From an optimization exercise on the open Yosys and OpenROAD flow, aimed at small area; shortcuts taken in it are not production practice.
Only simulation tests tie the RTL to the original design; equivalence was not proved.
The clock port is modelled as an ideal driver; clocking choices that lean on that would not hold on a real chip.
No activity file was given, so power comes from the tool's default toggle rates.

==> flow/design.v <==
module nezoba_maptab (
    input  wire        cfg0,      
    input  wire        cfg1,      
    input  wire        cfg2,      
    input  wire        cfg15,     
    input  wire [3:0]  step,
    input  wire [14:0] p,         
    input  wire        tphase,    
    output wire        press,     
    output wire        bad        
);
    wire [15:0] q    = {5'b00000, p[14:4]};         
    wire        s0   = (step == 4'd0);
    wire        s1   = (step == 4'd1);
    wire        s2   = (step == 4'd2);
    wire        s3   = (step == 4'd3);
    wire c0_press  = cfg0 & q[step];
    wire c1_press  = cfg1 & ((s0 & p[8]) | ((s1 | s2 | s3) & p[9])) & (tphase | s1 | s2);
    wire c2_press  = cfg2 & (step == 4'd5) & p[9];
    wire c15_press = cfg15 & s1 & p[1];
    assign press = c0_press | c1_press | c2_press | c15_press;
    assign bad   = cfg15 & ((s0 & p[0]) | (s2 & p[1]));
endmodule
module nezoba_debounce #(
    parameter integer W = 8
) (
    input  wire         clk,
    input  wire         rst,
    input  wire         sample,    
    input  wire [7:0]   raw,
    input  wire         stable,    
    output wire         changed,   
    output reg  [W-1:0] acc
);
    reg [7:0] prev;
    assign changed = (raw != prev);
    wire [7:0] d = raw | {8{rst}};
    always @(posedge clk) begin
        if (rst || sample)
            prev <= d;
        if (rst || (sample && !changed && stable))
            acc <= d[W-1:0];
    end
endmodule
module nezoba_core (
    input  wire        clk,
    input  wire        rst,           
    input  wire [31:0] now,
    output reg  [1:0]  exp_op,
    input  wire [7:0]  exp_data,
    input  wire        exp_done,
    output wire [2:0]  pin_pullup,
    input  wire [2:0]  cfg_pin,
    output reg  [7:0]  evt,
    output reg         evt_valid,
    output wire        halted,
    output wire [1:0]  fault
);
    localparam [3:0] S_INIT  = 4'd0,    
                     S_BRD   = 4'd1,    
                     S_COPY  = 4'd2,    
                     S_BWAIT = 4'd3,    
                     S_TLOAD = 4'd4,    
                     S_CMPT  = 4'd5,    
                     S_CMPA  = 4'd6,    
                     S_CMPB  = 4'd7,    
                     S_RDA   = 4'd8,
                     S_RDB   = 4'd9,
                     S_SYNC  = 4'd10,   
                     S_WALK  = 4'd11,
                     S_DIAG  = 4'd12,
                     S_HALT  = 4'd13;
    reg  [3:0]  st;
    reg  [4:0]  k;
    reg  [31:0] rta, rtb, rtt;       
    reg         cy, gr;              
    reg         fa, fb, ft;          
    reg         tphase;              
    reg         cfg0, cfg1, cfg2, cfg15;
    wire k0   = (k == 5'd0);
    wire k31  = (k == 5'd31);
    wire nowk = now[k];
    reg c5000, c4999, c13299;
    always @(*) begin
        c5000  = 1'b0;
        c4999  = 1'b0;
        c13299 = 1'b0;
        case (k)
            5'd0, 5'd1:                           begin c4999 = 1'b1; c13299 = 1'b1; end
            5'd2:                                 c4999 = 1'b1;
            5'd3:                                 c5000 = 1'b1;
            5'd4, 5'd5, 5'd6, 5'd13:              c13299 = 1'b1;
            5'd7, 5'd8, 5'd9, 5'd12:              begin c5000 = 1'b1; c4999 = 1'b1; c13299 = 1'b1; end
            default: ;
        endcase
    end
    wire boot = (st == S_BWAIT);
    wire x    = boot ? rta[0] : nowk;
    wire y    = (st == S_CMPA) ? rta[0] : (st == S_CMPB) ? rtb[0] : rtt[0];
    wire cst  = boot ? c4999 : (st == S_CMPT) ? c13299 : c5000;
    wire cin  = k0 | cy;
    wire sd   = x ^ ~y ^ cin;
    wire g_nx = (sd != cst) ? sd : (~k0 & gr);
    always @(posedge clk) begin
        cy <= (x & ~y) | (x & cin) | (~y & cin);
        gr <= g_nx;
    end
    wire       smp_a = (st == S_RDA) && exp_done;
    wire       smp_b = (st == S_RDB) && exp_done;
    wire       chg_a, chg_b;
    wire [7:0] acc_a;
    wire [6:0] acc_b;                 
    nezoba_debounce #(.W(8)) u_bank_a (
        .clk(clk), .rst(rst), .sample(smp_a), .raw(exp_data),
        .stable(fa), .changed(chg_a), .acc(acc_a)
    );
    nezoba_debounce #(.W(7)) u_bank_b (
        .clk(clk), .rst(rst), .sample(smp_b), .raw(exp_data),
        .stable(fb), .changed(chg_b), .acc(acc_b)
    );
    wire [14:0] p = ~{acc_b, acc_a};     
    wire walk = (st == S_WALK);
    wire m_press, m_bad;
    nezoba_maptab u_map (
        .cfg0(cfg0), .cfg1(cfg1), .cfg2(cfg2), .cfg15(cfg15),
        .step(k[3:0]), .p(p), .tphase(tphase),
        .press(m_press), .bad(m_bad)
    );
    wire hit_bad = walk && !k[4] && m_bad;
    wire h0 = ~p[3], h1 = ~p[5], h2 = ~p[10];
    wire s1 = p[0] ^ p[1] ^ p[2];
    wire c1 = (p[0] & p[1]) | (p[0] & p[2]) | (p[1] & p[2]);
    wire s2 = p[4] ^ h0 ^ h1;
    wire c2 = (p[4] & h0) | (p[4] & h1) | (h0 & h1);
    wire s3 = s1 ^ s2 ^ h2;
    wire c3 = (s1 & s2) | (s1 & h2) | (s2 & h2);
    wire [2:0] n7 = {(c1 & c2) | (c1 & c3) | (c2 & c3), c1 ^ c2 ^ c3, s3};
    wire xpos = (cfg0 & p[3] & ~p[2]) | (cfg2 & n7[2]);
    wire xneg = (cfg0 & p[2] & ~p[3]) | (cfg2 & ~n7[2] & ~(n7[1] & n7[0]));
    wire ypos = (cfg0 & p[0] & ~p[1]) | (cfg2 & (p[6] | (p[4] & ~p[5])));
    wire yneg = (cfg0 & p[1] & ~p[0]) | (cfg2 & ~p[6] & p[5] & ~p[4]);
    wire [3:0] dcode;
    assign dcode[3] = xneg & ypos;
    assign dcode[2] = yneg | (xneg & ~ypos);
    assign dcode[1] = (xpos & ~yneg) | (xneg & ~ypos);
    assign dcode[0] = (~xpos & ~xneg & (ypos | yneg)) | (~ypos & ~yneg & (xpos | xneg));
    assign pin_pullup = 3'b111;
    assign halted     = (st == S_DIAG) || (st == S_HALT);
    assign fault      = {halted, halted};
    always @(*) begin
        case (st)
            S_INIT:          exp_op = 2'd1;
            S_BRD, S_RDB:    exp_op = 2'd3;
            S_RDA:           exp_op = 2'd2;
            default:         exp_op = 2'd0;
        endcase
    end
    wire is_walk = (st == S_WALK), is_diag = (st == S_DIAG), is_cmpt = (st == S_CMPT);
    wire tail_c  = k[4] & k[0];        
    always @(*) begin
        evt_valid = ((st == S_TLOAD) & k31) | (is_cmpt & k0) | is_diag
                  | (is_walk & (k[4] ? (k[3:1] == 3'b111) : m_press));
        evt[7]    = is_diag | (is_walk & tail_c);
        evt[6]    = is_diag | (is_walk & ~tail_c);
        evt[5]    = is_diag | is_cmpt | (is_walk & k[4] & ~k[0]);
        evt[4]    = 1'b0;
        evt[3:0]  = is_diag ? 4'd3 : ~is_walk ? 4'd0 : ~k[4] ? k[3:0] : k[0] ? 4'd0 : dcode;
    end
    wire pl_a = ((st == S_BRD) && exp_done) || (((st == S_COPY) || (st == S_BWAIT)) && k31);
    wire ld_a = walk && fa;
    wire ld_b = walk && fb;
    wire ld_t = (st == S_TLOAD) || (walk && ft);
    always @(posedge clk) begin
        rta <= pl_a ? now : {(ld_a ? nowk : rta[0]), rta[31:1]};
        rtb <= {(ld_b ? nowk : rtb[0]), rtb[31:1]};
        rtt <= {((st == S_COPY) ? rta[0] : ld_t ? nowk : rtt[0]), rtt[31:1]};
    end
    wire cfg_r = ~exp_data[7];
    always @(posedge clk) begin
        if (rst) begin
            st     <= S_INIT;
            k      <= 5'd0;
            tphase <= 1'b0;
            fa     <= 1'b0;
        end else begin
            k <= ((st == S_BRD) && exp_done) ? 5'd0 : k + 5'd1;
            if (smp_a) fa <= chg_a;
            if (smp_b) fb <= chg_b;
            case (st)
                S_INIT:   if (exp_done) st <= S_BRD;
                S_BRD: begin
                    if (exp_done) begin
                        if (fa && cfg_r == fb) begin
                            cfg0  <= (cfg_pin == 3'b111) && !cfg_r;
                            cfg1  <= (cfg_pin == 3'b111) &&  cfg_r;
                            cfg2  <= (cfg_pin == 3'b011) && !cfg_r;
                            cfg15 <= (cfg_pin == 3'b000) &&  cfg_r;
                            st    <= S_TLOAD;
                        end else begin
                            fa <= 1'b1;
                            fb <= cfg_r;
                            st <= S_COPY;
                        end
                    end
                end
                S_COPY:   if (k31) st <= S_BWAIT;
                S_BWAIT:  if (k31 && g_nx) st <= S_BRD;
                S_TLOAD:  if (k31) st <= S_CMPT;
                S_CMPT: begin
                    if (k31) begin
                        ft     <= g_nx;
                        tphase <= tphase ^ g_nx;
                        st     <= S_CMPA;
                    end
                end
                S_CMPA:   if (k31) begin fa <= g_nx; st <= S_CMPB; end
                S_CMPB:   if (k31) begin fb <= g_nx; st <= S_RDA; end
                S_RDA:    if (exp_done) st <= S_RDB;
                S_RDB:    if (exp_done) st <= S_SYNC;
                S_SYNC:   if (k31) st <= S_WALK;
                S_WALK: begin
                    if (hit_bad)  st <= S_DIAG;
                    else if (k31) st <= S_CMPT;
                end
                default:  st <= S_HALT;      
            endcase
        end
    end
endmodule
==> flow/flow/run.sh <==
#!/bin/bash
# Standard layout, with the smallest buffer on the ports and a lighter clock
# tree: clkbuf_4 leaves without dummy loads, upsized after CTS where a leaf
# drives many flip-flops, and combinational cells brought back to their
# smallest drive where limits allow (flow/post_cts.tcl).
set -euo pipefail
export BUFFER_PORTS_ARGS="-buffer_cell sky130_fd_sc_hd__buf_1"
export CTS_ARGS="-sink_clustering_enable -repair_clock_nets -buf_list sky130_fd_sc_hd__clkbuf_4 -root_buf sky130_fd_sc_hd__clkbuf_8 -dont_use_dummy_load"
export POST_CTS_TCL="$(pwd)/flow/post_cts.tcl"
bash standard.sh > standard.log 2>&1
==> flow/flow/post_cts.tcl <==
# After CTS: a leaf clock buffer that drives many flip-flops gets the next
# drive strength, so that every flip-flop clock pin keeps a sharp slew.
set resized 0
foreach inst [get_cells -quiet clkbuf_*] {
  if {[get_property $inst ref_name] != "sky130_fd_sc_hd__clkbuf_4"} { continue }
  set out [get_pins -of_objects $inst -filter "direction==output"]
  set fanout [expr {[llength [get_pins -of_objects [get_nets -of_objects $out]]] - 1}]
  if {$fanout > 9} {
    replace_cell $inst sky130_fd_sc_hd__clkbuf_8
    incr resized
  }
}
puts "post_cts: resized $resized leaf clock buffers"
if {$resized > 0} {
  detailed_placement
  check_placement -verbose
  estimate_parasitics -placement
}

# Area recovery: every combinational cell whose drive is larger than its
# smallest variant goes back to the smallest one; repair_design then restores
# drive wherever that breaks a slew or capacitance limit.
set lib_area {}
foreach lc [get_lib_cells sky130_fd_sc_hd__tt_025C_1v80/*] {
  dict set lib_area [get_name $lc] [get_property $lc area]
}
set dont_use $::env(DONT_USE_CELLS)
set downsized 0
foreach inst [get_cells *] {
  set m [get_property $inst ref_name]
  if {![regexp {^(sky130_fd_sc_hd__[a-z0-9]+)_([0-9]+)$} $m - base drv]} { continue }
  if {[string match "*clk*" $base] || [string match "*df*" $base] || [string match "*buf*" $base] || [string match "*conb*" $base]} { continue }
  if {![dict exists $lib_area $m]} { continue }
  set best $m
  set best_area [dict get $lib_area $m]
  dict for {name a} $lib_area {
    if {[regexp "^${base}_\[0-9\]+\$" $name] && $a < $best_area && [lsearch -exact $dont_use $name] < 0} {
      set best $name
      set best_area $a
    }
  }
  if {$best != $m} {
    replace_cell $inst $best
    incr downsized
  }
}
puts "post_cts: downsized $downsized cells"
estimate_parasitics -placement
repair_design -slew_margin 20 -cap_margin 20
detailed_placement
check_placement -verbose
estimate_parasitics -placement
==> flow/standard.sh <==
#!/bin/bash
# synth_recipe.tcl (not shown) runs the flow's synth.tcl, then flattens the netlist and writes it again
# the make line also repeats each setting of config.mk as NAME=value (left out here)
make -C /OpenROAD-flow-scripts/flow DESIGN_CONFIG=/design/flow/config.mk WORK_HOME=/design/flow/orfs CLKGATE_MAP_FILE= SYNTH_SCRIPT=/design/flow/synth_recipe.tcl "${@:-finish}"
==> flow/config.mk <==
export PLATFORM = sky130hd
export DESIGN_NAME = nezoba_core
export DESIGN_NICKNAME = nezoba_core
export VERILOG_FILES = /design/flow/design.v
export SDC_FILE = /design/flow/constraint.sdc
export NUM_CORES = 4
export LEC_CHECK = 0
export ABC_AREA = 1
export CAP_MARGIN = 20
export CORE_MARGIN = 2
export CORE_UTILIZATION = 40
export GPL_ROUTABILITY_DRIVEN = 0
export GPL_TIMING_DRIVEN = 0
export PLACE_DENSITY = 0.6
export SLEW_MARGIN = 20
==> flow/constraint.sdc <==
create_clock -name core_clock -period 15.0 [get_ports {clk}]
set_input_delay 3.0000 -clock core_clock [delete_from_list [all_inputs] [get_ports {clk}]]
set_output_delay 3.0000 -clock core_clock [all_outputs]
set_load 0.01 [all_outputs]
==> results of run 1 <==
==> through the flow <==
stage | hold WS [ns] | std cells
floorplan | 0.310 | 593
global placement | 0.312 | 830
detailed placement | 0.312 | 830
global route | 0.314 | 847
finish | 0.314 | 847
==> cell usage in the layout (no fill, tap or decap), drive strengths merged, types with 3 or more instances in the layout <==
| cell type | synthesis | final |
|---|---|---|
| a21oi | 34 | 34 |
| buf | 16 | 73 |
| clkbuf | 8 | 25 |
| conb | 2 | 4 |
| dfxtp | 112 | 112 |
| edfxtp | 37 | 37 |
| fa | 5 | 5 |
| ha | 5 | 5 |
| inv | 60 | 60 |
| mux2 | 20 | 20 |
| nand2 | 88 | 88 |
| nand3 | 37 | 37 |
| nand3b | 4 | 4 |
| nand4 | 8 | 8 |
| nor2 | 52 | 52 |
| nor3 | 13 | 13 |
| o211ai | 7 | 7 |
| o21ai | 44 | 44 |
| o22ai | 3 | 3 |
| o31ai | 3 | 3 |
| or2 | 7 | 7 |
| xnor2 | 4 | 4 |
| xor2 | 14 | 14 |
==> sequential cells by signal (all words and copies together), names as in the netlist, 4 cells and up, named ones only <==
| signal | cells |
|---|---|
| rta | 32 |
| rtb | 32 |
| rtt | 32 |
| u_bank_a.acc | 8 |
| u_bank_a.prev | 8 |
| u_bank_b.prev | 8 |
| u_bank_b.acc | 7 |
| k | 5 |
| st | 4 |
==> where the power goes <==
part | switching [mW] | internal, mW | leakage [nW]
registers | 0.0224 | 0.482 | 1.27
logic | 0.0938 | 0.0674 | 1.20
clock network | 0.115 | 0.0724 | 0.0963
total | 0.231 | 0.622 | 2.56
==> worst paths after layout <==
check | startpoint | endpoint | slack [ns] | cells after the start
setup / recovery | u_bank_a.acc[0] | evt[0] | 8.71 | 10
hold / removal | rtb[24] | rtb[23] | 0.31 | 0
setup reg to reg | k[0] | st[0] | 11.47 | 19
hold reg to reg | rtb[24] | rtb[23] | 0.31 | 0
==> layer usage <==
layer | up-vias | share of wire
met2 | 145 | 0.45
met5 | - | 0
met4 | 0 | 0.012
li1 | 2101 | -
met1 | 1968 | 0.48
met3 | 16 | 0.061
==> cell usage after synthesis, types with 8 or more instances <==
library cell	instances
sky130_fd_sc_hd__dfxtp_1	112
sky130_fd_sc_hd__mux2_2	14
sky130_fd_sc_hd__nor3_1	13
sky130_fd_sc_hd__edfxtp_1	37
sky130_fd_sc_hd__clkbuf_1	8
sky130_fd_sc_hd__inv_1	56
sky130_fd_sc_hd__a21oi_1	34
sky130_fd_sc_hd__buf_4	8
sky130_fd_sc_hd__o21ai_0	44
sky130_fd_sc_hd__nand3_1	37
sky130_fd_sc_hd__nor2_1	45
sky130_fd_sc_hd__nand2_1	83
sky130_fd_sc_hd__xor2_1	14
sky130_fd_sc_hd__nand4_1	8
==> cells by family after synthesis <==
kind of cell | synth area share
AOI/OAI and AO/OA | 0.0914
buffers and inverters | 0.0646
DFF | 0.579
adders and majority gates | 0.0281
muxes | 0.0389
and+or+nand+nor | 0.169
other | 0.00130
xor gates and xnor gates | 0.0272
==> critical path: stages (launching register included) <==
cell and delay (ns):
sky130_fd_sc_hd__edfxtp_1 0.46, sky130_fd_sc_hd__fa_1 0.52, sky130_fd_sc_hd__fa_1 0.42, sky130_fd_sc_hd__fa_1 0.49, sky130_fd_sc_hd__o211ai_1 0.09, sky130_fd_sc_hd__o31ai_1 0.13, sky130_fd_sc_hd__nor2_1 0.11, sky130_fd_sc_hd__a21oi_1 0.14
sky130_fd_sc_hd__o21ai_0 0.11, sky130_fd_sc_hd__a31oi_1 0.22, sky130_fd_sc_hd__buf_1 0.19
==> layout make-up <==
type,instances,area [sq um],share of cell area
multi-input combinational,360,2010,0.316
sequential,149,3350,0.528
clock buffer,17,171,0.0270
tap,180,225,0.0355
inverter,60,225,0.0355
timing repair buffer,57,214,0.0337
buffer,24,149,0.0235
==> summary.txt, run 1 <==
- For the pin with the worst max-slew slack, the measured transition is 0.806 ns.
- Of the post-synthesis cell area, the dominant cell type holds 0.387.
- Entering global routing, the biggest net connects 17 pins.
- The clock input transition at the sequential cells of the worst setup and hold paths is 0.09 ns.
- For this run, the top clock speed supported by timing is 159 MHz.
- The number of inserted filler cells in the final layout is 1,371.
- Across every metal layer, demand over resource in global routing totals 0.164.
- For the worst setup path, the data arrival time is 3.29 ns.
- The type of the tightest min-delay check is reg -> reg.
- Measured on the finished design, the core utilization comes to 0.454.
- The worst setup timing slack at the placement stage is 9.10 ns.
- After layout, the worst setup slack is 8.71 ns.
- The most used flip-flop cell after synthesis is sky130_fd_sc_hd__dfxtp_1.
- Dividing total power by cell area gives a power density of 134 nW/um^2.
- The first detailed-routing pass took 5 iterations.
- VDD sags by at most 0.0425 mV.
- The synthesized design contains 37 enable-type register cells.
- Dividing the detail-routed wire length by the instance count gives 14.7 microns.
- The area growth from synthesis to layout is 9.60%.
- The count of nets left with antenna violations once routing finished came out at 0.
- The layer with the highest usage is met2.
- The finished cells cover 6340 sq um.
- The post-layout total power is 853 uW.
- The overall die width is 124 microns.
- The total of buffers placed on input and output ports is 57.
- The die outline height is 124 microns.
- The headroom to the max-slew limit is 0.459.
- Detailed placement finished with a half-perimeter wire length of 9270 microns.
- The floorplan die area is 15,500 sq um.
- The synthesized design spends more area on one cell type than any other, namely sky130_fd_sc_hd__dfxtp_1.
- The area of the core is 14,000 sq um.
- The number of global-route vias before repair is 4,146.
- The row count is 43.
- After synthesis, the cell types taking the most area are sky130_fd_sc_hd__dfxtp_1 39%, sky130_fd_sc_hd__edfxtp_1 19%, sky130_fd_sc_hd__nand2_1 5.4%.
- Of the cells placed in the final design, the portion with a size suffix greater than 1 is 0.0900.
- The leakage power of the design is 2.56 nW.
- The number of register bits inferred by synthesis is 149.
- The number of hold-slack violations in the final timing report is 0.
- The share of the Yosys chip area taken by registers is 0.579.
- Clock skew on the completed layout was measured at 0.0334 ns.
- The placed instances occupy a cell area of 6240 sq um.
- The worst path needs 6.29 ns of the cycle, external delays included.
- The global-route track usage on met1 is 0.218.
- The startpoint type of the worst setup path is a flop.
- The number of distinct library cell variants in the gate-level netlist after synthesis is 38.
- The Yosys step of the flow raised 3 warnings.
- Synthesis produced a netlist whose cell count is 591.
- STA puts the critical path data required time at 12.00 ns.
- The area of the mapped netlist is 5790 sq um.
- The antenna diode count is 0.
- The total count of max-transition violations in the final report is 0.
- The post-detailed-routing wire length is 12,500 microns.
- The total of endpoints with negative setup slack in the final report is 0.
- The initial utilization of the core area, before any placement, comes to 0.414.
- The critical path in this run is classified as reg -> out.
- The met2 track demand over resource is 0.260.
- The number of top-level pins is 63.
- The first global-routing pass estimated 20,300 microns of wire.
- The clock drives 149 sinks.
- The final-stage net count is 725.
- The CTS tree is done.
- The DRC violation count after routing is 0.
- The flow ran to the end and the layout has no timing, DRC or antenna violations.
- The share of flip-flops with an asynchronous set or reset after synthesis is 0.
- In the final timing run, aggregate negative setup slack is 0 ns.
- Dividing the final minimum period by the clock period gives 0.419.
- After detailed routing, the number of vias per cell comes to 4.99.
- The critical path capture point type is an output port.
- In this run the worst path has a maximum fanout of 4.
- The initial antenna violation count is 0.
- The total number of vias is 4,230.
- The number of design-rule violations left by the first detailed-router iteration is 321.
- The tool flagged a number of max-cap violations equal to 0.
- Setup repair after global routing left no endpoint under its margin.
- The global-route congestion overflow total is 0.
- The later pin in the worst-skew pair is clocked with a latency of 0.42 ns.
- For this run, global-route usage on met3 was measured as 0.0498.
- The post-synthesis average cell area is 9.80 sq um.
==> inputs of run 2 (changes only) <==
==> flow/config.mk (replaced) <==
export PLATFORM = sky130hd
export DESIGN_NAME = nezoba_core
export DESIGN_NICKNAME = nezoba_core
export VERILOG_FILES = /design/flow/design.v
export SDC_FILE = /design/flow/constraint.sdc
export NUM_CORES = 4
export LEC_CHECK = 0
export CAP_MARGIN = 20
export CORE_MARGIN = 2
export CORE_UTILIZATION = 40
export PLACE_DENSITY = 0.6
export SLEW_MARGIN = 20
==> summary.txt, run 2 <==
- The clock input transition at the sequential cells of the worst setup and hold paths was 0.09 ns (about the same).
- The layout cell share with drive strength beyond 1 is 0.0762 (was 0.0900).
- The number of hold-slack violations in the final timing report was 0 (unchanged).
- The count of mapped cells out of synthesis is 501 (was 591).
- The maximum frequency from static timing analysis is 159 MHz (about the same).
- The number of nets with antenna violations after detailed routing came to 0 (unchanged).
- The post-detailed-routing wire length came to 11,900 microns (was 12,500 microns).
- The number of clock sinks is 149 (unchanged).
- The global-route congestion overflow total is 0 (unchanged).
- The capture endpoint of the worst hold path is rtt[18] (was rtb[23]).
- The total of buffers placed on input and output ports is 58 (was 57).
- The die outline height was 125 microns (was 124 microns).
- The final worst-path cycle share is 0.419 (about the same).
- The most used flip-flop cell after synthesis is sky130_fd_sc_hd__dfxtp_1 (unchanged).
- The routed via count divided by cell count is 5.24 (was 4.99).
- The final-stage net count is 609 (was 725).
- The clock insertion delay at the later pin of the skew report came to 0.43 ns (was 0.42 ns).
- The share of flip-flops with an asynchronous set or reset after synthesis is 0 (unchanged).
- The sum of negative setup slack was 0 ns (unchanged).
- The number of design-rule violations left by the first detailed-router iteration is 338 (was 321).
- The number of top-level pins is 63 (unchanged).
- The data arrival time of the critical path is 3.29 ns (about the same).
- The largest area contributor in the netlist was sky130_fd_sc_hd__dfxtp_1 (unchanged).
- Run status: finished clean (unchanged).
- The area of the mapped netlist is 5860 sq um (was 5790 sq um).
- The detail-routed net length per standard cell was 16.2 microns (was 14.7 microns).
- The most used standard cell by instance count after synthesis was sky130_fd_sc_hd__dfxtp_1 (unchanged).
- The sequential cell area fraction in the yosys report is 0.572 (was 0.579).
- The effective utilization at floorplan is 0.406 (was 0.414).
- The headroom to the max-slew limit was 0.340 (was 0.459).
- The terminus of the critical flop-to-flop path is tphase (was st[0]).
- The transition time at the pin with the least slew margin was 0.989 ns (was 0.806 ns).
- The placer's final routability congestion estimate is 0.859.
- The worst reg2reg path depth is 9 (was 19).
- Setup repair after global routing missed its margin: false (unchanged).
- The total global-route track usage is 0.157 (was 0.164).
- The worst endpoint required time was 12.00 ns (about the same).
- The leakage power of the design came to 2.27 nW (was 2.56 nW).
- The DRC violation count after routing was 0 (unchanged).
- The number of register bits inferred by synthesis is 149 (unchanged).
- The area of the core came to 14,400 sq um (was 14,000 sq um).
- Synth top area cells: sky130_fd_sc_hd__dfxtp_1 38%, sky130_fd_sc_hd__edfxtp_1 19%, sky130_fd_sc_hd__mux2_1 6.0% (was sky130_fd_sc_hd__dfxtp_1 39%, sky130_fd_sc_hd__edfxtp_1 19%, sky130_fd_sc_hd__nand2_1 5.4%).
- The final cell count without fillers is 735 (was 847).
- The number of global-route vias before repair was 3,851 (was 4,146).
- The leading cell type in the layout, fill and taps excluded is sky130_fd_sc_hd__dfxtp_1 (unchanged).
- The number of distinct library cell variants in the gate-level netlist after synthesis is 71 (was 38).
- The wire length of the first global-routing pass came to 19,500 microns (was 20,300 microns).
- The critical path capture point type is an output port (unchanged).
- The post-synthesis average cell area is 11.7 sq um (was 9.80 sq um).
- The maximum number of pins on one net before global-route repair is 34 (was 17).
- The count of flip-flops with a built-in enable after synthesis is 37 (unchanged).
- The type of the worst setup path is reg -> out (unchanged).
- The post-DP HPWL is 8420 microns (was 9270 microns).
- The final clock skew is 0.0368 ns (was 0.0334 ns).
- The largest driver fanout on the critical path is 4 (unchanged).
- Synth cell count leaders: 112 x sky130_fd_sc_hd__dfxtp_1, 39 x sky130_fd_sc_hd__nand2_1, 37 x sky130_fd_sc_hd__edfxtp_1 (was 112 x sky130_fd_sc_hd__dfxtp_1, 83 x sky130_fd_sc_hd__nand2_1, 56 x sky130_fd_sc_hd__inv_1).
- The total number of vias is 3,850 (was 4,230).
- Most used cells in the layout excluding fill and tap cells: 112 x sky130_fd_sc_hd__dfxtp_1, 58 x sky130_fd_sc_hd__buf_1, 39 x sky130_fd_sc_hd__nand2_1 (was 112 x sky130_fd_sc_hd__dfxtp_1, 88 x sky130_fd_sc_hd__nand2_1, 57 x sky130_fd_sc_hd__buf_1).
- The internal reg-to-reg setup slack was 10.93 ns (was 11.47 ns).
- Biggest regs: rta: 32 flops, rtb: 32 flops, rtt: 32 flops (unchanged).
- The first-pass detailed-route iteration total came to 5 (unchanged).
- The worst hold path depth is 0 (unchanged).
- The CTS tree was done (unchanged).
- The number of violations of the max-capacitance limit is 0 (unchanged).
- The cell count after placement was 718 (was 830).
- The row count is 44 (was 43).
- The peak supply drop is 0.0834 mV (was 0.0425 mV).
- The cell area power density is 154 nW/um^2 (was 134 nW/um^2).
- The area growth from synthesis to layout is 8.01% (was 9.60%).
- The type of the tightest min-delay check is reg -> reg (unchanged).
- The initial antenna violation count is 0 (unchanged).
- The startpoint type of the worst setup path is a flop (unchanged).
- The overall die width was 125 microns (was 124 microns).
- The source of the worst hold timing path was rtt[19] (was rtb[24]).
- The number of warning messages in the yosys log is 3 (unchanged).
- The worst flop-to-flop path startpoint is k[0] (unchanged).
- The floorplan die area was 15,600 sq um (was 15,500 sq um).
- The total of endpoints with negative setup slack in the final report is 0 (unchanged).
- The area share of the largest cell type after synthesis is 0.383 (was 0.387).
- The antenna diode count is 0 (unchanged).
- The post-route minimum period came to 6.29 ns (about the same).
- The total count of max-transition violations in the final report came to 0 (unchanged).
## run 2: metrics by stage
stage | cell area [sq um] | util | total power [mW] | hold WS, ns | setup WS [ns]
6_report | 6330 | 0.439 | 0.972 | 0.321 | 8.71
5_1_grt | 6330 | 0.439 | 1.03 | 0.322 | 8.40
3_3_place_gp | 6190 | 0.429 | 0.780 | 0.312 | 9.05
2_1_floorplan | 5870 | - | 0.728 | 0.310 | 9.30
3_5_place_dp | 6190 | 0.429 | 0.790 | 0.312 | 8.96
## run 2: routing by layer
| metal | track usage | vias to the layer above | share of wire |
|---|---|---|---|
| met5 | 0 | - | 0 |
| met4 | 0.0595 | 0 | 0.017 |
| met3 | 0.0479 | 19 | 0.062 |
| met2 | 0.239 | 129 | 0.45 |
| met1 | 0.212 | 1847 | 0.47 |
| li1 | - | 1855 | - |
## run 2: final cells by class
class                   count  area (sq um)
clock buffers              17           178
well taps                 184           230
flip-flops and latches    149          3350
repair buffers             61           240
multi-input cells         301          2240
fillers                  1350          8100
inverters                  23          86.3
## run 2: how the worst max path moves through the flow
stage                     slack (ns)      to             from
after floorplan                 9.30  tphase          now[29]
after global placement          9.05  tphase           now[9]
after detailed placement        8.96  tphase           now[9]
after global routing            8.40  evt[0]  u_bank_a.acc[0]
final                           8.71  evt[2]  u_bank_a.acc[0]
## run 2: power breakdown
| part | switching [mW] | internal [mW] | total (mW) | leakage, nW |
|---|---|---|---|---|
| combinational | 0.119 | 0.111 | 0.230 | 0.904 |
| sequential | 0.0500 | 0.502 | 0.552 | 1.27 |
| clock | 0.115 | 0.0751 | 0.190 | 0.0989 |
| total | 0.284 | 0.689 | 0.972 | 2.27 |
## run 2: critical path, stage by stage (launching register included)
cell                       delay [ns]
sky130_fd_sc_hd__edfxtp_1        0.49
sky130_fd_sc_hd__fa_1            0.53
sky130_fd_sc_hd__fa_1            0.42
sky130_fd_sc_hd__fa_1            0.49
sky130_fd_sc_hd__o211ai_1        0.09
sky130_fd_sc_hd__nand2_1         0.14
sky130_fd_sc_hd__nand2_1         0.07
sky130_fd_sc_hd__a211o_1         0.30
sky130_fd_sc_hd__a21oi_1         0.15
sky130_fd_sc_hd__buf_1           0.18
## run 2: logic make-up after synthesis
kind of cell             Yosys count  share of synthesized area
other                              2                    0.00128
flip-flops                       149                      0.572
AO/OA/AOI/OAI                     71                     0.0831
buffers and inverters             53                     0.0414
multiplexers                      53                      0.119
XOR/XNOR                          22                     0.0329
adder cells (fa/ha/maj)           11                     0.0295
AND/OR/NAND/NOR                  140                      0.120
==> inputs of run 3 (changes only) <==
--- a/flow/config.mk
+++ b/flow/config.mk
@@ -5,6 +5,7 @@
 export SDC_FILE = /design/flow/constraint.sdc
 export NUM_CORES = 4
 export LEC_CHECK = 0
+export ABC_AREA = 1
 export CAP_MARGIN = 20
 export CORE_MARGIN = 2
 export CORE_UTILIZATION = 40
==> summary.txt, run 3 <==
- The number of warning messages in the yosys log came to 3 (unchanged).
- The main combinational cell family by area after synthesis is simple AND/OR/NAND/NOR gates (unchanged).
- The cell with the largest stage delay on the worst path is sky130_fd_sc_hd__fa_1 (unchanged).
- The most used flip-flop cell after synthesis is sky130_fd_sc_hd__dfxtp_1 (unchanged).
- The area of the mapped netlist came to 5790 sq um (was 5860 sq um).
- The share of the synthesized area in compound gates (AO/OA/AOI/OAI) is 0.0914 (was 0.0831).
- The share of flip-flops with an asynchronous set or reset after synthesis is 0 (unchanged).
- The floorplan die area was 15,500 sq um (was 15,600 sq um).
- The worst reg2reg path depth is 16 (was 9).
- The number of top-level pins is 63 (unchanged).
- The placer's final routability congestion estimate is 0.880 (was 0.859).
- The internal reg-to-reg setup slack is 11.49 ns (was 10.93 ns).
- The total number of vias is 4,112 (was 3,850).
- The sequential cell area fraction in the yosys report is 0.579 (was 0.572).
- The area share of the largest cell type after synthesis was 0.387 (was 0.383).
- The leading cell type in the layout, fill and taps excluded is sky130_fd_sc_hd__dfxtp_1 (unchanged).
- The number of nets with antenna violations after detailed routing was 0 (unchanged).
- The register share of total power was 0.598 (was 0.568).
- The number of violations of the max-capacitance limit is 0 (unchanged).
- The startpoint type of the worst setup path is a flop (unchanged).
- The worst endpoint required time is 12.00 ns (about the same).
- The final worst-path cycle share is 0.422 (was 0.419).
- The cell count after placement was 809 (was 718).
- The maximum number of pins on one net before global-route repair is 45 (was 34).
- The mux cell area share after synthesis came to 0.0389 (was 0.119).
- The final cell count without fillers is 826 (was 735).
- The largest area contributor in the netlist is sky130_fd_sc_hd__dfxtp_1 (unchanged).
- The post-synthesis average cell area is 9.80 sq um (was 11.7 sq um).
- The total count of max-transition violations in the final report was 0 (unchanged).
- The row count is 43 (was 44).
- The antenna diode count came to 0 (unchanged).
- The total of buffers placed on input and output ports came to 58 (unchanged).
- The number of distinct library cell variants in the gate-level netlist after synthesis is 38 (was 71).
- The post-DP HPWL came to 8630 microns (was 8420 microns).
- The most prevalent standard cell on the critical path is sky130_fd_sc_hd__fa_1 (unchanged).
- The most used standard cell by instance count after synthesis is sky130_fd_sc_hd__dfxtp_1 (unchanged).
- The final-stage net count is 704 (was 609).
- The first-pass detailed-route iteration total came to 5 (unchanged).
- The post-detailed-routing wire length is 12,000 microns (was 11,900 microns).
- The capturing element of the worst setup path is evt[0] (was evt[2]).
- The peak supply drop is 0.0434 mV (was 0.0834 mV).
- The first element of the critical path is u_bank_a.acc[0] (unchanged).
- The critical path capture point type was an output port (unchanged).
- The clock insertion delay at the later pin of the skew report was 0.44 ns (was 0.43 ns).
- The post-synthesis simple-gate area fraction is 0.169 (was 0.120).
- The headroom to the max-slew limit was 0.305 (was 0.340).
- Most used cells in the layout excluding fill and tap cells: 112 x sky130_fd_sc_hd__dfxtp_1, 88 x sky130_fd_sc_hd__nand2_1, 58 x sky130_fd_sc_hd__buf_1 (was 112 x sky130_fd_sc_hd__dfxtp_1, 58 x sky130_fd_sc_hd__buf_1, 39 x sky130_fd_sc_hd__nand2_1).
- The effective utilization at floorplan is 0.414 (was 0.406).
- The die outline height came to 124 microns (was 125 microns).
- The wire length of the first global-routing pass is 19,700 microns (was 19,500 microns).
- The overall die width came to 124 microns (was 125 microns).
- The post-route minimum period came to 6.33 ns (was 6.29 ns).
- The worst setup timing slack at the placement stage came to 9.10 ns (was 8.96 ns).
- The share of synthesized cell area in full adder, half adder and majority cells is 0.0281 (was 0.0295).
- The clock input transition at the sequential cells of the worst setup and hold paths is 0.09 ns (about the same).
- The number of register bits inferred by synthesis came to 149 (unchanged).
- The leakage power of the design is 2.48 nW (was 2.27 nW).
- The proportion of total power due to net switching came to 0.269 (was 0.292).
- The number of clock sinks came to 149 (unchanged).
- Synth cell count leaders: 112 x sky130_fd_sc_hd__dfxtp_1, 83 x sky130_fd_sc_hd__nand2_1, 56 x sky130_fd_sc_hd__inv_1 (was 112 x sky130_fd_sc_hd__dfxtp_1, 39 x sky130_fd_sc_hd__nand2_1, 37 x sky130_fd_sc_hd__edfxtp_1).
- The number of design-rule violations left by the first detailed-router iteration was 316 (was 338).
- The net switching power was 229 uW (was 284 uW).
- The worst path buffer plus inverter count came to 1 (unchanged).
- The total global-route track usage is 0.161 (was 0.157).
- Run status: finished clean (unchanged).
- The worst flop-to-flop path startpoint is k[1] (was k[0]).
- The transition time at the pin with the least slew margin is 1.03 ns (was 0.989 ns).
- The terminus of the critical flop-to-flop path is st[3] (was tphase).
- The combinational share of power is 0.173 (was 0.237).
- The number of cells on the critical path came to 10 (was 9).
- The number of hold-slack violations in the final timing report is 0 (unchanged).
- The total of endpoints with negative setup slack in the final report came to 0 (unchanged).
- Crit-path cells: fa_1 -> fa_1 -> fa_1 -> o211ai_1 -> o31ai_1 -> nor2_1 -> a21oi_1 -> o21ai_0 -> a31oi_1 -> buf_1 (was fa_1 -> fa_1 -> fa_1 -> o211ai_1 -> nand2_1 -> nand2_1 -> a211o_1 -> a21oi_1 -> buf_1).
- The post-route core utilization is 0.445 (was 0.439).
- The sum of negative setup slack is 0 ns (unchanged).
- The largest driver fanout on the critical path is 4 (unchanged).
- The dominant delay contributor by cell family on the critical path is adder cells (unchanged).
- The maximum frequency from static timing analysis was 158 MHz (was 159 MHz).
- The CTS tree is done (unchanged).
- Biggest regs: rta: 32 flops, rtb: 32 flops, rtt: 32 flops (unchanged).
- Setup repair after global routing missed its margin: false (unchanged).
- The cell area power density came to 137 nW/um^2 (was 154 nW/um^2).
- The final clock skew is 0.0326 ns (was 0.0368 ns).
- The data arrival time of the critical path is 3.33 ns (was 3.29 ns).
- The initial antenna violation count is 0 (unchanged).
- The type of the worst setup path is reg -> out (unchanged).
- The internal power contribution came to 623 uW (was 689 uW).
- The global-route congestion overflow total was 0 (unchanged).
- The clock network fraction of total power is 0.229 (was 0.196).
- The delay of the slowest cell on the worst path is 0.53 ns (about the same).
- The post-layout worst setup margin is 8.67 ns (was 8.71 ns).
- The hold slack is 0.301 ns (was 0.321 ns).
- The count of flip-flops with a built-in enable after synthesis is 37 (unchanged).
- The count of mapped cells out of synthesis is 591 (was 501).
- The area of the core was 14,000 sq um (was 14,400 sq um).
- The routed via count divided by cell count is 4.98 (was 5.24).
- The layout cell share with drive strength beyond 1 came to 0.0697 (was 0.0762).
- The detail-routed net length per standard cell is 14.5 microns (was 16.2 microns).
- The DRC violation count after routing came to 0 (unchanged).
- The number of global-route vias before repair is 3,995 (was 3,851).
- The area growth from synthesis to layout came to 7.48% (was 8.01%).
- The xor/xnor share of the synthesized area is 0.0272 (was 0.0329).
- The type of the tightest min-delay check is reg -> reg (unchanged).
- Synth top area cells: sky130_fd_sc_hd__dfxtp_1 39%, sky130_fd_sc_hd__edfxtp_1 19%, sky130_fd_sc_hd__nand2_1 5.4% (was sky130_fd_sc_hd__dfxtp_1 38%, sky130_fd_sc_hd__edfxtp_1 19%, sky130_fd_sc_hd__mux2_1 6.0%).
-- run 3: cell types whose count changed after synthesis, sizes merged, moves of 12 or more --
cell	delta
nor2	+19
mux2	-12
nand3	+28
xnor2	-17
mux2i	-12
nand2	+49
a21oi	+20
inv	+37
o21ai	+27
xor2	+13
-- run 3: per-layer routing --
layer	part of all wire	GRT usage	wire length [microns]	vias up
li1	-	-	-	2056
met1	0.48	0.214	5790	1909
met2	0.45	0.240	5400	132
met3	0.057	0.0550	686	15
met4	0.011	0.0674	138	0
met5	0	0	0	-
-- run 3: how the worst min path moves through the flow --
stage / from / to / slack (ns) / cells after the start
final: rtt[23] / rtt[22] / 0.30 / 0
after detailed placement: rtb[13] / rtb[12] / 0.31 / 0
after floorplan: rtb[1] / rtb[0] / 0.31 / 0
after global placement: rtb[22] / rtb[21] / 0.31 / 0
after global routing: rtt[23] / rtt[22] / 0.29 / 0
-- run 3: logic make-up after synthesis --
group                    Yosys count
multiplexers                      20
adder cells (fa/ha/maj)           10
other                              2
XOR/XNOR                          18
AND/OR/NAND/NOR                  213
buffers and inverters             84
AO/OA/AOI/OAI                     95
flip-flops                       149
-- run 3: final cells by class --
class / count / area, sq um
Clock buffer: 17 / 184
Multi-Input combinational cell: 360 / 2000
Sequential cell: 149 / 3350
Fill cell: 1337 / 7770
Tap cell: 180 / 225
Timing Repair Buffer: 60 / 233
Inverter: 60 / 225
-- run 3: worst register-to-register path, cell delays in order (launching register included) --
cell	delay, ns
sky130_fd_sc_hd__dfxtp_1	0.90
sky130_fd_sc_hd__o21ai_0	0.21
sky130_fd_sc_hd__o21ai_0	0.29
sky130_fd_sc_hd__nand2_1	0.08
sky130_fd_sc_hd__nand4_1	0.11
sky130_fd_sc_hd__nand2_1	0.15
sky130_fd_sc_hd__nand2_1	0.09
sky130_fd_sc_hd__o21ai_0	0.11
sky130_fd_sc_hd__fa_1	0.57
sky130_fd_sc_hd__nand3b_1	0.11
sky130_fd_sc_hd__nand3_1	0.08
sky130_fd_sc_hd__nand2_1	0.16
sky130_fd_sc_hd__nand2_1	0.08
sky130_fd_sc_hd__nand2_1	0.13
sky130_fd_sc_hd__nand2_1	0.15
sky130_fd_sc_hd__a21oi_1	0.15
sky130_fd_sc_hd__nor2_1	0.06
-- run 3: stage by stage --
step           area (sq um)  total power, mW
2_1_floorplan          5800            0.629
3_3_place_gp           6110            0.664
3_5_place_dp           6110            0.669
5_1_grt                6220            0.906
6_report               6220            0.852
-- run 3: power groups by stage --
stage / sequential (mW) / combinational [mW] / clock [mW]
final: 0.510 / 0.147 / 0.196
after global routing: 0.517 / 0.168 / 0.221
after detailed placement: 0.519 / 0.150 / 0
after global placement: 0.517 / 0.146 / 0
after floorplan: 0.505 / 0.124 / 0
==> inputs of run 4 (changes only) <==
--- a/flow/config.mk
+++ b/flow/config.mk
@@ -6,8 +6,8 @@
 export NUM_CORES = 4
 export LEC_CHECK = 0
 export ABC_AREA = 1
-export CAP_MARGIN = 20
+export CAP_MARGIN = 0
 export CORE_MARGIN = 2
 export CORE_UTILIZATION = 40
 export PLACE_DENSITY = 0.6
-export SLEW_MARGIN = 20
+export SLEW_MARGIN = 0
==> summary.txt, run 4 <==
- Run status: finished clean (unchanged).
- The number of warning messages in the yosys log was 3 (unchanged).
- The detail-routed net length per standard cell is 14.5 microns (unchanged).
- The overall die width is 124 microns (unchanged).
- The cell count after placement is 809 (unchanged).
- The row count is 43 (unchanged).
- The global-route congestion overflow total was 0 (unchanged).
- The die outline height is 124 microns (unchanged).
- The count of flip-flops with a built-in enable after synthesis is 37 (unchanged).
- The leading cell type in the layout, fill and taps excluded is sky130_fd_sc_hd__dfxtp_1 (unchanged).
- The wire length of the first global-routing pass came to 19,700 microns (unchanged).
- The sum of negative setup slack came to 0 ns (unchanged).
- Biggest regs: rta: 32 flops, rtb: 32 flops, rtt: 32 flops (unchanged).
- Setup repair after global routing missed its margin: false (unchanged).
- The placer's final routability congestion estimate was 0.880 (unchanged).
- The effective utilization at floorplan is 0.414 (unchanged).
- The total number of vias is 4,112 (unchanged).
- The type of the tightest min-delay check is reg -> reg (unchanged).
- The proportion of total power due to net switching is 0.269 (unchanged).
- The net switching power is 229 uW (unchanged).
- The antenna diode count was 0 (unchanged).
- The total of buffers placed on input and output ports is 58 (unchanged).
- The clock network fraction of total power came to 0.229 (about the same).
- The total of endpoints with negative setup slack in the final report is 0 (unchanged).
- The most used flip-flop cell after synthesis is sky130_fd_sc_hd__dfxtp_1 (unchanged).
- The clock input transition at the sequential cells of the worst setup and hold paths is 0.09 ns (about the same).
- The first element of the critical path is u_bank_a.acc[0] (unchanged).
- The internal power contribution is 623 uW (unchanged).
- The register share of total power is 0.598 (about the same).
- The CTS tree is done (unchanged).
- The post-layout worst setup margin is 8.67 ns (unchanged).
- The routed via count divided by cell count came to 4.98 (unchanged).
- The number of violations of the max-capacitance limit is 0 (unchanged).
- The largest driver fanout on the critical path came to 4 (unchanged).
- Most used cells in the layout excluding fill and tap cells: 112 x sky130_fd_sc_hd__dfxtp_1, 88 x sky130_fd_sc_hd__nand2_1, 58 x sky130_fd_sc_hd__buf_1 (unchanged).
- The final cell count without fillers is 826 (unchanged).
- The share of synthesized cell area in full adder, half adder and majority cells is 0.0281 (unchanged).
- The final-stage net count is 704 (unchanged).
- The maximum frequency from static timing analysis is 158 MHz (unchanged).
- The critical path capture point type is an output port (unchanged).
- The mux cell area share after synthesis is 0.0389 (unchanged).
- The worst reg2reg path depth is 16 (unchanged).
- The post-DP HPWL was 8630 microns (unchanged).
- The delay of the slowest cell on the worst path is 0.53 ns (about the same).
- The post-detailed-routing wire length came to 12,000 microns (unchanged).
- The area share of the largest cell type after synthesis came to 0.387 (unchanged).
- The worst endpoint required time came to 12.00 ns (about the same).
- The DRC violation count after routing is 0 (unchanged).
- The floorplan die area is 15,500 sq um (unchanged).
- The main combinational cell family by area after synthesis was simple AND/OR/NAND/NOR gates (unchanged).
- The number of global-route vias before repair is 3,995 (unchanged).
- The number of clock sinks was 149 (unchanged).
- The area of the core was 14,000 sq um (unchanged).
- The data arrival time of the critical path is 3.33 ns (about the same).
- Synth top area cells: sky130_fd_sc_hd__dfxtp_1 39%, sky130_fd_sc_hd__edfxtp_1 19%, sky130_fd_sc_hd__nand2_1 5.4% (unchanged).
- The number of design-rule violations left by the first detailed-router iteration is 316 (unchanged).
- The post-synthesis average cell area is 9.80 sq um (unchanged).
- The worst setup timing slack at the placement stage is 9.10 ns (unchanged).
- The first-pass detailed-route iteration total was 5 (unchanged).
- The area of the mapped netlist is 5790 sq um (unchanged).
- The sequential cell area fraction in the yosys report is 0.579 (unchanged).
- The internal reg-to-reg setup slack is 11.49 ns (about the same).
- Crit-path cells: fa_1 -> fa_1 -> fa_1 -> o211ai_1 -> o31ai_1 -> nor2_1 -> a21oi_1 -> o21ai_0 -> a31oi_1 -> buf_1 (unchanged).
- The share of the synthesized area in compound gates (AO/OA/AOI/OAI) is 0.0914 (unchanged).
- The cell area after placement is 6110 sq um (unchanged).
- The post-synthesis simple-gate area fraction is 0.169 (unchanged).
- The final worst-path cycle share is 0.422 (unchanged).
- The type of the worst setup path is reg -> out (unchanged).
- The post-route minimum period is 6.33 ns (unchanged).
- The finished layout cell area was 6220 sq um (unchanged).
- The startpoint type of the worst setup path is a flop (unchanged).
- The total count of max-transition violations in the final report is 0 (unchanged).
- The post-route core utilization is 0.445 (unchanged).
- The xor/xnor share of the synthesized area is 0.0272 (unchanged).
- The headroom to the max-slew limit is 0.305 (unchanged).
- The number of register bits inferred by synthesis is 149 (unchanged).
- The combinational share of power is 0.173 (about the same).
- The initial antenna violation count is 0 (unchanged).
- Synth cell count leaders: 112 x sky130_fd_sc_hd__dfxtp_1, 83 x sky130_fd_sc_hd__nand2_1, 56 x sky130_fd_sc_hd__inv_1 (unchanged).
- The number of hold-slack violations in the final timing report came to 0 (unchanged).
- The area growth from synthesis to layout came to 7.48% (unchanged).
- The final clock skew was 0.0326 ns (unchanged).
- The transition time at the pin with the least slew margin is 1.03 ns (unchanged).
- The number of nets with antenna violations after detailed routing is 0 (unchanged).
- The largest area contributor in the netlist is sky130_fd_sc_hd__dfxtp_1 (unchanged).
- The layout cell share with drive strength beyond 1 is 0.0697 (unchanged).
- The count of mapped cells out of synthesis came to 591 (unchanged).
- The number of top-level pins is 63 (unchanged).
- The clock insertion delay at the later pin of the skew report is 0.44 ns (about the same).
- The most prevalent standard cell on the critical path is sky130_fd_sc_hd__fa_1 (unchanged).
- The total global-route track usage came to 0.161 (unchanged).
- The leakage power of the design is 2.48 nW (unchanged).
- The peak supply drop was 0.0434 mV (unchanged).
- The worst flop-to-flop path startpoint is k[1] (unchanged).
- The most used standard cell by instance count after synthesis is sky130_fd_sc_hd__dfxtp_1 (unchanged).
- The cell area power density came to 137 nW/um^2 (unchanged).
- The share of flip-flops with an asynchronous set or reset after synthesis is 0 (unchanged).
- The maximum number of pins on one net before global-route repair is 45 (unchanged).
- The cell with the largest stage delay on the worst path is sky130_fd_sc_hd__fa_1 (unchanged).
- The capturing element of the worst setup path is evt[0] (unchanged).
- The number of distinct library cell variants in the gate-level netlist after synthesis is 38 (unchanged).
- The terminus of the critical flop-to-flop path is st[3] (unchanged).
## run 4: power groups by stage
stage	sequential (mW)	combinational, mW	clock (mW)
2_1_floorplan	0.505	0.124	0
3_3_place_gp	0.517	0.146	0
3_5_place_dp	0.519	0.150	0
5_1_grt	0.517	0.168	0.221
6_report	0.510	0.147	0.196
## run 4: metrics by stage
step                      power [mW]  hold slack [ns]
after global placement         0.664            0.311
after detailed placement       0.669            0.312
after global routing           0.906            0.292
after floorplan                0.629            0.310
final                          0.852            0.301
## run 4: worst max-delay path: cells and delay by family, from the launching register on
| family | cells | cell delay (ns) |
|---|---|---|
| fa+ha+maj | 3 | 1.46 |
| compound gates | 5 | 0.71 |
| flops | 1 | 0.45 |
| buf+inv | 1 | 0.19 |
| simple gates | 1 | 0.10 |
## run 4: worst min path at each step
stage	start	endpoint	slack [ns]	cells past startpoint
floorplan	rtb[1]	rtb[0]	0.31	0
global placement	rtb[22]	rtb[21]	0.31	0
detailed placement	rtb[13]	rtb[12]	0.31	0
global route	rtt[23]	rtt[22]	0.29	0
finish	rtt[23]	rtt[22]	0.30	0
## run 4: kinds of logic (layout without fill, tap and decap cells)
kind of cell / count (synthesis) / after routing
and+or+nand+nor: 213 / 213
xor gates and xnor gates: 18 / 18
other: 2 / 4
DFF: 149 / 149
buffers and inverters: 84 / 137
AOI/OAI and AO/OA: 95 / 95
adders and majority gates: 10 / 10
muxes: 20 / 20
## run 4: cell type report
class | instances | area, sq um
clock buffers | 17 | 184
inverters | 60 | 225
fillers | 1337 | 7770
repair buffers | 60 | 233
well taps | 180 | 225
flip-flops and latches | 149 | 3350
multi-input cells | 360 | 2000
## run 4: metal layers
metal / share of wire / up-vias / global-route usage
met5: 0 / - / 0
met4: 0.011 / 0 / 0.0674
met3: 0.057 / 15 / 0.0550
met2: 0.45 / 132 / 0.240
met1: 0.48 / 1909 / 0.214
li1: - / 2056 / -
==> inputs of run 5 (changes only) <==
--- a/flow/design.v
+++ b/flow/design.v
@@ -80,20 +80,10 @@
     wire k0   = (k == 5'd0);
     wire k31  = (k == 5'd31);
     wire nowk = now[k];
-    reg c5000, c4999, c13299;
-    always @(*) begin
-        c5000  = 1'b0;
-        c4999  = 1'b0;
-        c13299 = 1'b0;
-        case (k)
-            5'd0, 5'd1:                           begin c4999 = 1'b1; c13299 = 1'b1; end
-            5'd2:                                 c4999 = 1'b1;
-            5'd3:                                 c5000 = 1'b1;
-            5'd4, 5'd5, 5'd6, 5'd13:              c13299 = 1'b1;
-            5'd7, 5'd8, 5'd9, 5'd12:              begin c5000 = 1'b1; c4999 = 1'b1; c13299 = 1'b1; end
-            default: ;
-        endcase
-    end
+    wire k_7_8_9_12 = (k == 5'd7) | (k == 5'd8) | (k == 5'd9) | (k == 5'd12);
+    wire c5000  = (k == 5'd3) | k_7_8_9_12;
+    wire c4999  = (k <= 5'd2) | k_7_8_9_12;
+    wire c13299 = (k <= 5'd1) | ((k >= 5'd4) & (k <= 5'd9)) | (k == 5'd12) | (k == 5'd13);
     wire boot = (st == S_BWAIT);
     wire x    = boot ? rta[0] : nowk;
     wire y    = (st == S_CMPA) ? rta[0] : (st == S_CMPB) ? rtb[0] : rtt[0];
@@ -148,12 +138,8 @@
     assign halted     = (st == S_DIAG) || (st == S_HALT);
     assign fault      = {halted, halted};
     always @(*) begin
-        case (st)
-            S_INIT:          exp_op = 2'd1;
-            S_BRD, S_RDB:    exp_op = 2'd3;
-            S_RDA:           exp_op = 2'd2;
-            default:         exp_op = 2'd0;
-        endcase
+        exp_op[1] = (st == S_BRD) | (st == S_RDB) | (st == S_RDA);
+        exp_op[0] = (st == S_BRD) | (st == S_RDB) | (st == S_INIT);
     end
     wire is_walk = (st == S_WALK), is_diag = (st == S_DIAG), is_cmpt = (st == S_CMPT);
     wire tail_c  = k[4] & k[0];        
==> flow/flow/run.sh (replaced) <==
#!/bin/bash
# Standard layout with these changes:
# - ABC maps the logic with an area-oriented mapper (flow/abc_area.script, used
#   through a private copy of the ORFS scripts; registers are untouched),
# - the smallest buffer on the ports,
# - a lighter clock tree: clkbuf_4 leaves without dummy loads, upsized after
#   CTS where a leaf drives many flip-flops, and combinational cells brought
#   back to their smallest drive where limits allow (flow/post_cts.tcl).
set -euo pipefail
SD="$(pwd)/orfs_scripts"
rm -rf "$SD"
cp -r "$FLOW_HOME/scripts" "$SD"
cp flow/abc_area.script "$SD/abc_area.script"
export SCRIPTS_DIR="$SD"
export BUFFER_PORTS_ARGS="-buffer_cell sky130_fd_sc_hd__buf_1"
export CTS_ARGS="-sink_clustering_enable -repair_clock_nets -buf_list sky130_fd_sc_hd__clkbuf_4 -root_buf sky130_fd_sc_hd__clkbuf_8 -dont_use_dummy_load"
export POST_CTS_TCL="$(pwd)/flow/post_cts.tcl"
bash standard.sh SCRIPTS_DIR="$SD" finish > standard.log 2>&1
==> flow/flow/abc_area.script (new file) <==
strash
dc2
dch -f
amap
strash
dc2
dch -f
amap
topo
stime -c
buffer -c
upsize -c
dnsize -c
--- a/flow/config.mk
+++ b/flow/config.mk
@@ -6,8 +6,8 @@
 export NUM_CORES = 4
 export LEC_CHECK = 0
 export ABC_AREA = 1
-export CAP_MARGIN = 0
+export CAP_MARGIN = 20
 export CORE_MARGIN = 2
-export CORE_UTILIZATION = 40
-export PLACE_DENSITY = 0.6
-export SLEW_MARGIN = 0
+export CORE_UTILIZATION = 60
+export PLACE_DENSITY = 0.75
+export SLEW_MARGIN = 20
==> summary.txt, run 5 <==
- The die outline height is 99.7 microns (was 124 microns).
- The source of the worst hold timing path is rtb[13] (was rtt[23]).
- The maximum number of pins on one net before global-route repair came to 34 (was 45).
- The leading cell type in the layout, fill and taps excluded is sky130_fd_sc_hd__dfxtp_1 (unchanged).
- The cell area power density came to 163 nW/um^2 (was 137 nW/um^2).
- The effective utilization at floorplan is 0.624 (was 0.414).
- The DRC violation count after routing is 0 (unchanged).
- The sum of negative setup slack is 0 ns (unchanged).
- Run status: finished clean (unchanged).
- The number of register bits inferred by synthesis was 146 (was 149).
- The post-route minimum period is 6.66 ns (was 6.33 ns).
- The type of the worst setup path is reg -> out (unchanged).
- The number of warning messages in the yosys log is 3 (unchanged).
- The number of global-route vias before repair came to 4,031 (was 3,995).
- The cell area after placement was 5750 sq um (was 6110 sq um).
- The share of flip-flops with an asynchronous set or reset after synthesis is 0 (unchanged).
- The number of hold-slack violations in the final timing report is 0 (unchanged).
- Biggest regs: rta: 32 flops, rtb: 32 flops, rtt: 32 flops (unchanged).
- The worst setup timing slack at the placement stage is 8.66 ns (was 9.10 ns).
- The count of mapped cells out of synthesis was 521 (was 591).
- The area share of the largest cell type after synthesis came to 0.397 (was 0.387).
- The wire length of the first global-routing pass is 19,500 microns (was 19,700 microns).
- The CTS tree is done (unchanged).
- The total of endpoints with negative setup slack in the final report is 0 (unchanged).
- The total of buffers placed on input and output ports was 58 (unchanged).
- The clock network fraction of total power is 0.194 (was 0.229).
- The post-layout worst setup margin is 8.34 ns (was 8.67 ns).
- Setup repair after global routing missed its margin: false (unchanged).
- The antenna diode count was 0 (unchanged).
- The number of inserted filler cells in the final layout is 693 (was 1,337).
- The area of the mapped netlist is 5490 sq um (was 5790 sq um).
- The startpoint type of the worst setup path is a flop (unchanged).
- The leakage power of the design came to 2.27 nW (was 2.48 nW).
- The most used flip-flop cell after synthesis is sky130_fd_sc_hd__dfxtp_1 (unchanged).
- The worst endpoint required time was 12.00 ns (about the same).
- The row count is 34 (was 43).
- The post-DP HPWL was 8200 microns (was 8630 microns).
- The number of clock sinks came to 146 (was 149).
- The peak supply drop came to 0.0877 mV (was 0.0434 mV).
- The clock input transition at the sequential cells of the worst setup and hold paths is 0.10 ns (was 0.09 ns).
- The number of nets with antenna violations after detailed routing is 0 (unchanged).
- The transition time at the pin with the least slew margin was 1.01 ns (was 1.03 ns).
- The post-synthesis average cell area is 10.5 sq um (was 9.80 sq um).
- The post-detailed-routing wire length is 11,700 microns (was 12,000 microns).
- The global-route congestion overflow total is 0 (unchanged).
- The number of violations of the max-capacitance limit is 0 (unchanged).
- The routed via count divided by cell count is 6.04 (was 4.98).
- The count of flip-flops with a built-in enable after synthesis is 37 (unchanged).
- The proportion of total power due to net switching is 0.304 (was 0.269).
- The area of the core was 8810 sq um (was 14,000 sq um).
- The overall die width is 99.7 microns (was 124 microns).
- The final-stage net count was 634 (was 704).
- The final worst-path cycle share is 0.444 (was 0.422).
- The layout cell share with drive strength beyond 1 is 0.0556 (was 0.0697).
- The area occupied by registers came to 3290 sq um (was 3350 sq um).
- Most used cells in the layout excluding fill and tap cells: 109 x sky130_fd_sc_hd__dfxtp_1, 66 x sky130_fd_sc_hd__nor2_1, 58 x sky130_fd_sc_hd__buf_1 (was 112 x sky130_fd_sc_hd__dfxtp_1, 88 x sky130_fd_sc_hd__nand2_1, 58 x sky130_fd_sc_hd__buf_1).
- The floorplan die area came to 9940 sq um (was 15,500 sq um).
- The largest driver fanout on the critical path is 27 (was 4).
- The final clock skew is 0.0314 ns (was 0.0326 ns).
- The headroom to the max-slew limit is 0.321 (was 0.305).
- Synth cell count leaders: 109 x sky130_fd_sc_hd__dfxtp_1, 62 x sky130_fd_sc_hd__nor2_1, 45 x sky130_fd_sc_hd__inv_1 (was 112 x sky130_fd_sc_hd__dfxtp_1, 83 x sky130_fd_sc_hd__nand2_1, 56 x sky130_fd_sc_hd__inv_1).
- The finished layout cell area is 5860 sq um (was 6220 sq um).
- The total global-route track usage is 0.250 (was 0.161).
- The internal power contribution is 666 uW (was 623 uW).
- The detail-routed net length per standard cell was 17.1 microns (was 14.5 microns).
- The worst flop-to-flop path startpoint is k[0] (was k[1]).
- The register share of total power is 0.566 (was 0.598).
- The total number of vias came to 4,128 (was 4,112).
- The first-pass detailed-route iteration total came to 5 (unchanged).
- The number of distinct library cell variants in the gate-level netlist after synthesis is 56 (was 38).
- The critical path capture point type is an output port (unchanged).
- The first element of the critical path is k[0] (was u_bank_a.acc[0]).
- The clock insertion delay at the later pin of the skew report is 0.42 ns (was 0.44 ns).
- The net switching power is 292 uW (was 229 uW).
- The footprint of the multi-input gates was 1820 sq um (was 2000 sq um).
- The number of design-rule violations left by the first detailed-router iteration came to 217 (was 316).
- The most used standard cell by instance count after synthesis is sky130_fd_sc_hd__dfxtp_1 (unchanged).
- The area growth from synthesis to layout came to 6.72% (was 7.48%).
- The sequential cell area fraction in the yosys report is 0.599 (was 0.579).
- Synth top area cells: sky130_fd_sc_hd__dfxtp_1 40%, sky130_fd_sc_hd__edfxtp_1 20%, sky130_fd_sc_hd__a22o_1 5.1% (was sky130_fd_sc_hd__dfxtp_1 39%, sky130_fd_sc_hd__edfxtp_1 19%, sky130_fd_sc_hd__nand2_1 5.4%).
- The placer's final routability congestion estimate is 0.986 (was 0.880).
- The cell count after placement is 667 (was 809).
- The maximum frequency from static timing analysis is 150 MHz (was 158 MHz).
- The type of the tightest min-delay check is reg -> reg (unchanged).
- The total count of max-transition violations in the final report is 0 (unchanged).
- The number of top-level pins is 63 (unchanged).
- The data arrival time of the critical path is 3.66 ns (was 3.33 ns).
- The largest area contributor in the netlist is sky130_fd_sc_hd__dfxtp_1 (unchanged).
- The combinational share of power is 0.240 (was 0.173).
- The final cell count without fillers is 684 (was 826).
- The initial antenna violation count came to 0 (unchanged).
[run 5: cell count changes after synthesis, moves of 7 or more]
cell                       previous run  this run
sky130_fd_sc_hd__nand2_1             83        39
sky130_fd_sc_hd__a22o_1               0        32
sky130_fd_sc_hd__nand3_1             37         5
sky130_fd_sc_hd__o21ai_0             44        15
sky130_fd_sc_hd__a21oi_1             34        13
sky130_fd_sc_hd__nor2_1              45        62
sky130_fd_sc_hd__o22ai_1              3        18
sky130_fd_sc_hd__mux2_2              14         0
sky130_fd_sc_hd__xor2_1              14         0
sky130_fd_sc_hd__inv_1               56        45
sky130_fd_sc_hd__nand4_1              8         0
sky130_fd_sc_hd__a211oi_1             0         7
sky130_fd_sc_hd__o211ai_1             7         0
[run 5: final cells by class]
class,instances,area share
Sequential cell,146,0.562
Multi-Input combinational cell,298,0.311
Timing Repair Buffer,60,0.0397
Inverter,55,0.0354
Clock buffer,17,0.0292
Tap cell,108,0.0230
[run 5: path summary, 6_finish.rpt]
kind	endpoint	slack [ns]	depth (start not counted)
hold reg to reg	rtb[12]	0.30	0
hold / removal	rtb[12]	0.30	0
setup reg to reg	st[1]	10.07	16
setup / recovery	evt_valid	8.34	10
[run 5: cells by family (layout without fill, tap and decap cells)]
kind of cell	Yosys count	count (layout)	share of synthesized area
other cells	2	4	0.00137
compound gates	143	143	0.197
buf+inv	79	132	0.0606
simple gates	141	141	0.113
flops	146	146	0.599
fa+ha+maj	10	10	0.0296
[run 5: power groups by stage]
stage               clock network, mW  logic (mW)  registers [mW]
global route                    0.209       0.256           0.551
finish                          0.186       0.230           0.542
detailed placement                  0       0.234           0.549
floorplan                           0       0.202           0.523
global placement                    0       0.228           0.547
[run 5: metrics by stage]
| step | utilization | power, mW | hold slack, ns |
|---|---|---|---|
| finish | 0.666 | 0.958 | 0.304 |
| detailed placement | 0.653 | 0.783 | 0.312 |
| floorplan | - | 0.725 | 0.310 |
| global route | 0.666 | 1.02 | 0.320 |
| global placement | 0.653 | 0.775 | 0.314 |
[run 5: critical path: stages, from the launching register on]
cell	delay [ns]
sky130_fd_sc_hd__dfxtp_1	0.92
sky130_fd_sc_hd__inv_2	0.41
sky130_fd_sc_hd__ha_1	0.33
sky130_fd_sc_hd__nand2_1	0.10
sky130_fd_sc_hd__o21ai_0	0.12
sky130_fd_sc_hd__nor2_1	0.11
sky130_fd_sc_hd__nor2_1	0.05
sky130_fd_sc_hd__o221a_2	0.26
sky130_fd_sc_hd__a2111oi_0	0.56
sky130_fd_sc_hd__o221ai_1	0.24
sky130_fd_sc_hd__buf_1	0.17
[run 5: per-layer routing]
| metal | up-vias | GRT usage | routed length [microns] |
|---|---|---|---|
| li1 | 1958 | - | - |
| met1 | 1957 | 0.326 | 5100 |
| met4 | 0 | 0.0906 | 180 |
| met2 | 190 | 0.410 | 5620 |
| met5 | - | 0 | 0 |
| met3 | 23 | 0.0590 | 820 |

[afterwards: timing with drivers on the ports]
The results above use ideal ports. As a check the final layouts listed here were re-extracted and re-timed, cells and wires unchanged. Step 1: set_driving_cell puts a clkbuf_16 on clk and a buf_2 on each other input, an assumption about the parent block. Step 2, shift: input delay + t, output delay - t, t = (earliest + latest rising clock arrival at the registers) / 2. This alone moves slack from input paths to output paths. Slacks: ideal ports / drivers / drivers and shift; pairs: ideal ports / drivers.
run	t (ns)	setup slack, ns	worst hold slack (ns)	latest minus earliest clock arrival (ns)
run 1	0.440	8.714 / 8.680 / 9.120	0.314 / 0.314 / 0.314	0.034 / 0.034
run 2	0.450	8.709 / 8.672 / 8.905	0.321 / 0.321 / 0.321	0.037 / 0.037
run 3	0.456	8.673 / 8.638 / 9.094	0.301 / 0.301 / 0.301	0.033 / 0.034
run 4	0.456	8.673 / 8.638 / 9.094	0.301 / 0.301 / 0.301	0.033 / 0.034
run 5	0.436	8.337 / 8.305 / 8.392	0.304 / 0.304 / 0.304	0.032 / 0.032
After both steps setup and hold are still met in every run listed.
